Context: an optimization exercise on an open-source flow, tuned for small area and a short achievable clock period. The choices shown serve that exercise and are no tape-out recipe. Where RTL was checked, it was by simulation tests only, not by an equivalence proof against the original. No activity file was given, so power comes from the tool's default toggle rates.

==> run a: inputs <==
==> flow/design.v <==
module kstc_crc32c_step #(
    parameter [31:0] POLY = 32'h82F63B78
) (
    input  wire [31:0] crc_in,
    input  wire [7:0]  data,
    output reg  [31:0] crc_out
);
    integer i;
    always @* begin
        crc_out = crc_in ^ {24'd0, data};
        for (i = 0; i < 8; i = i + 1)
            crc_out = crc_out[0] ? ((crc_out >> 1) ^ POLY) : (crc_out >> 1);
    end
endmodule
module kstc_tx #(
    parameter MAX_PAYLOAD = 64
) (
    input  wire                     clk,
    input  wire                     rst,
    input  wire                     start,
    output wire                     ready,
    input  wire [7:0]               pri,
    input  wire [15:0]              src,
    input  wire [15:0]              dst,
    input  wire [15:0]              dspec,
    input  wire [63:0]              tid,
    input  wire [6:0]               len,
    input  wire [8*MAX_PAYLOAD-1:0] payload,
    output wire                     tx_valid,
    output wire [7:0]               tx_byte,
    input  wire                     tx_accept,
    output reg                      done,
    output reg                      ok
);
    localparam [7:0]  DELIM    = 8'h9E;
    localparam [7:0]  ESC      = 8'h8E;
    localparam [2:0] PH_HDR   = 3'd0,
                     PH_HCRC  = 3'd1,
                     PH_PAY   = 3'd2,
                     PH_PCRC  = 3'd3,
                     PH_CLOSE = 3'd4,
                     PH_END   = 3'd5;
    reg [7:0]               r_pri;
    reg [15:0]              r_src;
    reg [15:0]              r_dst;
    reg [15:0]              r_dspec;
    reg [63:0]              r_tid;
    reg [6:0]               r_len;
    reg [8*MAX_PAYLOAD-1:0] r_payload;
    reg        busy;
    reg [7:0]  ob;         
    reg        ob_close;   
    reg        pend;       
    reg        pend_b4;    
    reg [7:0]  nb;         
    reg        nb_crc;     
    reg        nb_close;   
    reg [2:0]  phase;
    reg [5:0]  k;
    reg [31:0] crc;
    wire [8*28-1:0] hdr = {8'h80, 8'h00, 8'h00, 8'h00, r_tid, 64'd0,
                           r_dspec, r_dst, r_src, r_pri, 8'h00};
    wire [7:0] hdr_byte = hdr[8*k[4:0] +: 8];
    wire [7:0] pay_byte = r_payload[8*k +: 8];
    wire take   = busy && !pend;
    wire nb_esc = !nb_close && (nb == DELIM || nb == ESC);
    wire [7:0]  crc_din = nb_crc ? crc[7:0] : nb;
    wire [31:0] crc_step;
    kstc_crc32c_step u_crc (
        .crc_in  (crc),
        .data    (crc_din),
        .crc_out (crc_step)
    );
    wire [31:0] crc_next = crc_step | {{8{nb_crc}}, 24'd0};
    wire [7:0]  crc_out  = ~crc_next[7:0];
    wire last_pay = ({1'b0, k} + 7'd1 == r_len);
    assign ready    = !busy;
    assign tx_valid = busy;
    assign tx_byte  = ob;
    always @(posedge clk) begin
        if (rst) begin
            busy <= 1'b0;
            done <= 1'b0;
        end else if (!busy) begin
            busy <= start;
            done <= 1'b0;
        end else begin
            busy <= tx_accept && !ob_close;
            done <= !tx_accept || ob_close;
        end
        ok <= tx_accept;
        if (!busy) begin
            r_pri     <= pri;
            r_src     <= src;
            r_dst     <= dst;
            r_dspec   <= dspec;
            r_tid     <= tid;
            r_len     <= len;
            r_payload <= payload;
        end
        if (!busy) begin
            ob       <= DELIM;
            ob_close <= 1'b0;
            pend     <= 1'b0;
            nb       <= 8'h00;       
            nb_crc   <= 1'b0;
            nb_close <= 1'b0;
            phase    <= PH_HDR;
            k        <= 6'd1;
            crc      <= 32'hFFFFFFFF;
        end else if (pend) begin
            ob   <= pend_b4 ? ~DELIM : ~ESC;
            pend <= 1'b0;
        end else begin
            ob       <= nb_esc ? ESC : nb;
            pend     <= nb_esc;
            pend_b4  <= nb[4];
            ob_close <= nb_close;
            crc      <= crc_next;
            nb_crc   <= 1'b0;
            nb_close <= 1'b0;
            case (phase)
                PH_HDR: begin
                    nb <= hdr_byte;
                    if (k == 6'd27) begin
                        phase <= PH_HCRC;
                        k     <= 6'd0;
                    end else
                        k <= k + 1'b1;
                end
                PH_HCRC: begin
                    nb     <= crc_out;
                    nb_crc <= 1'b1;
                    if (k == 6'd3) begin
                        phase <= (r_len == 7'd0) ? PH_PCRC : PH_PAY;
                        k     <= 6'd0;
                    end else
                        k <= k + 1'b1;
                end
                PH_PAY: begin
                    nb <= pay_byte;
                    if (last_pay) begin
                        phase <= PH_PCRC;
                        k     <= 6'd0;
                    end else
                        k <= k + 1'b1;
                end
                PH_PCRC: begin
                    nb     <= crc_out;
                    nb_crc <= 1'b1;
                    if (k == 6'd3)
                        phase <= PH_CLOSE;
                    else
                        k <= k + 1'b1;
                end
                PH_CLOSE: begin
                    nb       <= DELIM;
                    nb_close <= 1'b1;
                    phase    <= PH_END;
                end
                default: ;
            endcase
        end
    end
endmodule
==> flow/run.sh <==
#!/bin/bash
# synth_recipe.tcl (not shown) runs the flow's synth.tcl, then flattens the netlist and writes it again
# the make line also repeats each setting of config.mk as NAME=value (left out here)
make -C /OpenROAD-flow-scripts/flow DESIGN_CONFIG=/design/flow/config.mk WORK_HOME=/design/flow/orfs CLKGATE_MAP_FILE= SYNTH_SCRIPT=/design/flow/synth_recipe.tcl finish
==> flow/config.mk <==
export PLATFORM = sky130hd
export DESIGN_NAME = kstc_tx
export DESIGN_NICKNAME = kstc_tx
export VERILOG_FILES = /design/flow/design.v
export SDC_FILE = /design/flow/constraint.sdc
export NUM_CORES = 4
export LEC_CHECK = 0
export CAP_MARGIN = 20
export CORE_MARGIN = 2
export CORE_UTILIZATION = 40
export SLEW_MARGIN = 20
==> flow/constraint.sdc <==
create_clock -name core_clock -period 6.5 [get_ports {clk}]
set_input_delay 1.3000 -clock core_clock [delete_from_list [all_inputs] [get_ports {clk}]]
set_output_delay 1.3000 -clock core_clock [all_outputs]
set_load 0.01 [all_outputs]
==> inputs of run b, as changes to run a <==
==> flow/design.v (replaced) <==
module kstc_crc32c_step #(
    parameter [31:0] POLY = 32'h82F63B78
) (
    input  wire [31:0] crc_in,
    input  wire [7:0]  data,
    output reg  [31:0] crc_out
);
    integer i;
    always @* begin
        crc_out = crc_in ^ {24'd0, data};
        for (i = 0; i < 8; i = i + 1)
            crc_out = crc_out[0] ? ((crc_out >> 1) ^ POLY) : (crc_out >> 1);
    end
endmodule
module kstc_tx #(
    parameter MAX_PAYLOAD = 64
) (
    input  wire                     clk,
    input  wire                     rst,
    input  wire                     start,
    output wire                     ready,
    input  wire [7:0]               pri,
    input  wire [15:0]              src,
    input  wire [15:0]              dst,
    input  wire [15:0]              dspec,
    input  wire [63:0]              tid,
    input  wire [6:0]               len,
    input  wire [8*MAX_PAYLOAD-1:0] payload,
    output wire                     tx_valid,
    output wire [7:0]               tx_byte,
    input  wire                     tx_accept,
    output reg                      done,
    output reg                      ok
);
    localparam [7:0]  DELIM    = 8'h9E;
    localparam [7:0]  ESC      = 8'h8E;
    reg [7:0]               r_pri;
    reg [15:0]              r_src;
    reg [15:0]              r_dst;
    reg [15:0]              r_dspec;
    reg [63:0]              r_tid;
    reg [8*MAX_PAYLOAD-1:0] r_payload;
    reg        busy;       
    reg        idle;       
    reg        lden;       
    reg [7:0]  ob;         
    reg        ob_close;   
    reg        pend;       
    reg        pend_b4;    
    reg [7:0]  nb;         
    reg        nb_crc;     
    reg        nb_close;   
    reg        ph_hdr, ph_hcrc, ph_pay, ph_pcrc, ph_close;
    reg [7:0]  hlo;
    reg [3:0]  hhi;
    reg [7:0]  plo;
    reg [7:0]  phi;
    reg        crc_sh;     
    reg [6:0]  rem;        
    reg        zlen;       
    reg [31:0] crc;
    wire [8*28-1:0] hdr = {8'h80, 8'h00, 8'h00, 8'h00, r_tid, 64'd0,
                           r_dspec, r_dst, r_src, r_pri, 8'h00};
    reg [7:0] fetch, grp;
    integer g, l;
    always @* begin
        fetch = 8'h00;
        for (g = 0; g < 4; g = g + 1) begin
            grp = 8'h00;
            for (l = 0; l < 8; l = l + 1)
                grp = grp | (hdr[64*g + 8*l +: 8] & {8{hlo[l]}});
            fetch = fetch | (grp & {8{hhi[g]}});
        end
        for (g = 0; g < MAX_PAYLOAD / 8; g = g + 1) begin
            grp = 8'h00;
            for (l = 0; l < 8; l = l + 1)
                grp = grp | (r_payload[64*g + 8*l +: 8] & {8{plo[l]}});
            fetch = fetch | (grp & {8{phi[g]}});
        end
    end
    wire [7:0] lb     = nb_crc ? ~crc[7:0] : nb;
    wire       lb_esc = !nb_close && (lb == DELIM || lb == ESC);
    wire [31:0] crc_step;
    kstc_crc32c_step u_crc (
        .crc_in  (crc),
        .data    (nb),
        .crc_out (crc_step)
    );
    assign ready    = idle;
    assign tx_valid = busy;
    assign tx_byte  = ob;
    always @(posedge clk) begin
        if (rst) begin
            busy <= 1'b0;
            idle <= 1'b1;
            lden <= 1'b1;
            done <= 1'b0;
        end else if (!busy) begin
            busy <= start;
            idle <= !start;
            lden <= !start;
            done <= 1'b0;
        end else begin
            busy <= tx_accept && !ob_close;
            idle <= !tx_accept || ob_close;
            lden <= !tx_accept || ob_close || (!pend && nb_close);
            done <= !tx_accept || ob_close;
        end
        ok <= tx_accept;
        if (lden) begin
            r_pri     <= pri;
            r_src     <= src;
            r_dst     <= dst;
            r_dspec   <= dspec;
            r_tid     <= tid;
            r_payload <= payload;
        end
        if (lden) begin
            ob       <= DELIM;
            ob_close <= 1'b0;
            pend     <= 1'b0;
            nb       <= 8'h00;       
            nb_crc   <= 1'b0;
            nb_close <= 1'b0;
            ph_hdr   <= 1'b1;
            ph_hcrc  <= 1'b0;
            ph_pay   <= 1'b0;
            ph_pcrc  <= 1'b0;
            ph_close <= 1'b0;
            hlo      <= 8'b0000_0010;    
            hhi      <= 4'b0001;
            plo      <= 8'b0000_0000;
            phi      <= 8'b0000_0000;
            crc_sh   <= 1'b0;
            rem      <= len;
            zlen     <= (len == 7'd0);
            crc      <= 32'hFFFFFFFF;
        end else if (pend) begin
            ob   <= pend_b4 ? ~DELIM : ~ESC;
            pend <= 1'b0;
        end else begin
            ob       <= nb_close ? DELIM : (lb_esc ? ESC : lb);
            pend     <= lb_esc;
            pend_b4  <= lb[4];
            ob_close <= nb_close;
            crc      <= crc_sh ? {8'hFF, crc[31:8]} : crc_step;
            nb       <= fetch;
            nb_crc   <= ph_hcrc || ph_pcrc;
            crc_sh   <= ph_hcrc || ph_pcrc || ph_close;
            nb_close <= ph_close;
            hlo      <= {hlo[6:0], hlo[7]};
            plo      <= {plo[6:0], plo[7]};
            if (ph_hdr) begin
                if (hlo[7])
                    hhi <= {hhi[2:0], 1'b0};
                if (hhi[3] && hlo[3]) begin      
                    ph_hdr  <= 1'b0;
                    ph_hcrc <= 1'b1;
                    hhi     <= 4'b0000;
                    hlo     <= 8'b0000_0001;
                end
            end
            if (ph_hcrc && hlo[3]) begin
                ph_hcrc <= 1'b0;
                ph_pay  <= !zlen;
                ph_pcrc <= zlen;
                hlo     <= {7'd0, zlen};
                plo     <= {7'd0, !zlen};
                phi     <= {7'd0, !zlen};
            end
            if (ph_pay) begin
                rem <= rem - 1'b1;
                if (plo[7])
                    phi <= {phi[6:0], 1'b0};
                if (rem == 7'd1) begin
                    ph_pay  <= 1'b0;
                    ph_pcrc <= 1'b1;
                    plo     <= 8'b0000_0000;
                    phi     <= 8'b0000_0000;
                    hlo     <= 8'b0000_0001;
                end
            end
            if (ph_pcrc && hlo[3]) begin
                ph_pcrc  <= 1'b0;
                ph_close <= 1'b1;
            end
            if (ph_close)
                ph_close <= 1'b0;
        end
    end
endmodule
==> flow/flow/run.sh (new file) <==
#!/bin/bash
# Standard ORFS layout, except: the port buffers are buf_1 cells rather than
# the delay cells buffer_ports picks by default, and clock tree synthesis
# adds no dummy loads and clusters up to 24 sinks per leaf buffer.
set -euo pipefail
export BUFFER_PORTS_ARGS="-buffer_cell sky130_fd_sc_hd__buf_1"
export CTS_ARGS="-sink_clustering_enable -repair_clock_nets -dont_use_dummy_load -sink_clustering_size 24 -sink_clustering_max_diameter 120"
bash standard.sh > standard_flow.log 2>&1
==> flow/standard.sh (new file) <==
#!/bin/bash
# synth_recipe.tcl (not shown) runs the flow's synth.tcl, then flattens the netlist and writes it again
# the make line also repeats each setting of config.mk as NAME=value (left out here)
make -C /OpenROAD-flow-scripts/flow DESIGN_CONFIG=/design/flow/config.mk WORK_HOME=/design/flow/orfs CLKGATE_MAP_FILE= SYNTH_SCRIPT=/design/flow/synth_recipe.tcl "${@:-finish}"
Settings changed: SETUP_SLACK_MARGIN set to 4.3, TNS_END_PERCENT set to 50.
removed: flow/run.sh
==> run notes <==
Run b ran to the end with no violations. Run a ran to the end with no violations. In run a the clock power is higher than in run b, by about 80%. Of run b and run a, run a has the higher die area (gap about 3%, measured against run a). Against run a, the sequential share of layout area of run b is higher by 11 points. Of run a and run b, run b has the higher non-clock buffer count (gap 49). Between run a and run b, the lower final cell count is in run b (gap 1.0%, measured against run b). In run a the clock skew is lower than in run b, by 0.069 ns. Against run b, the synthesized area of run a is higher by about 3%. Against run a, the critical path depth of run b is lower by 2. Combinational power: run a is higher than run b (11%). Of run b and run a, run a has the higher total power (gap about 16%, measured against run a).
For run a, only the layout was checked, not whether the RTL still works.

==> re-timing with driven ports <==
No port has a modelled driver above. Below, the same layouts with a new extraction and two added sets of constraints. Step 1, drivers: a clkbuf_16 drives clk and a buf_2 each remaining input, both assumed. Step 2 adds t to the input delays and takes it off the output delays; t is the mean of the earliest and latest rising clock arrival at the registers after step 1. Input paths then give back, and output paths get back, about the clock's delay inside the block. a / b / c = ideal ports / drivers / drivers and shift; a / b = the first two.
run | shift t [ns] | setup WS [ns] | hold WS [ns] | worst setup path after step 2
run a | 0.680 | 2.566 / 2.505 / 2.938 | 0.497 / 0.497 / 0.497 | register to register
run b | 0.627 | 4.170 / 4.099 / 4.217 | 0.487 / 0.487 / 0.487 | input to register
After both steps setup and hold are still met in every run listed.
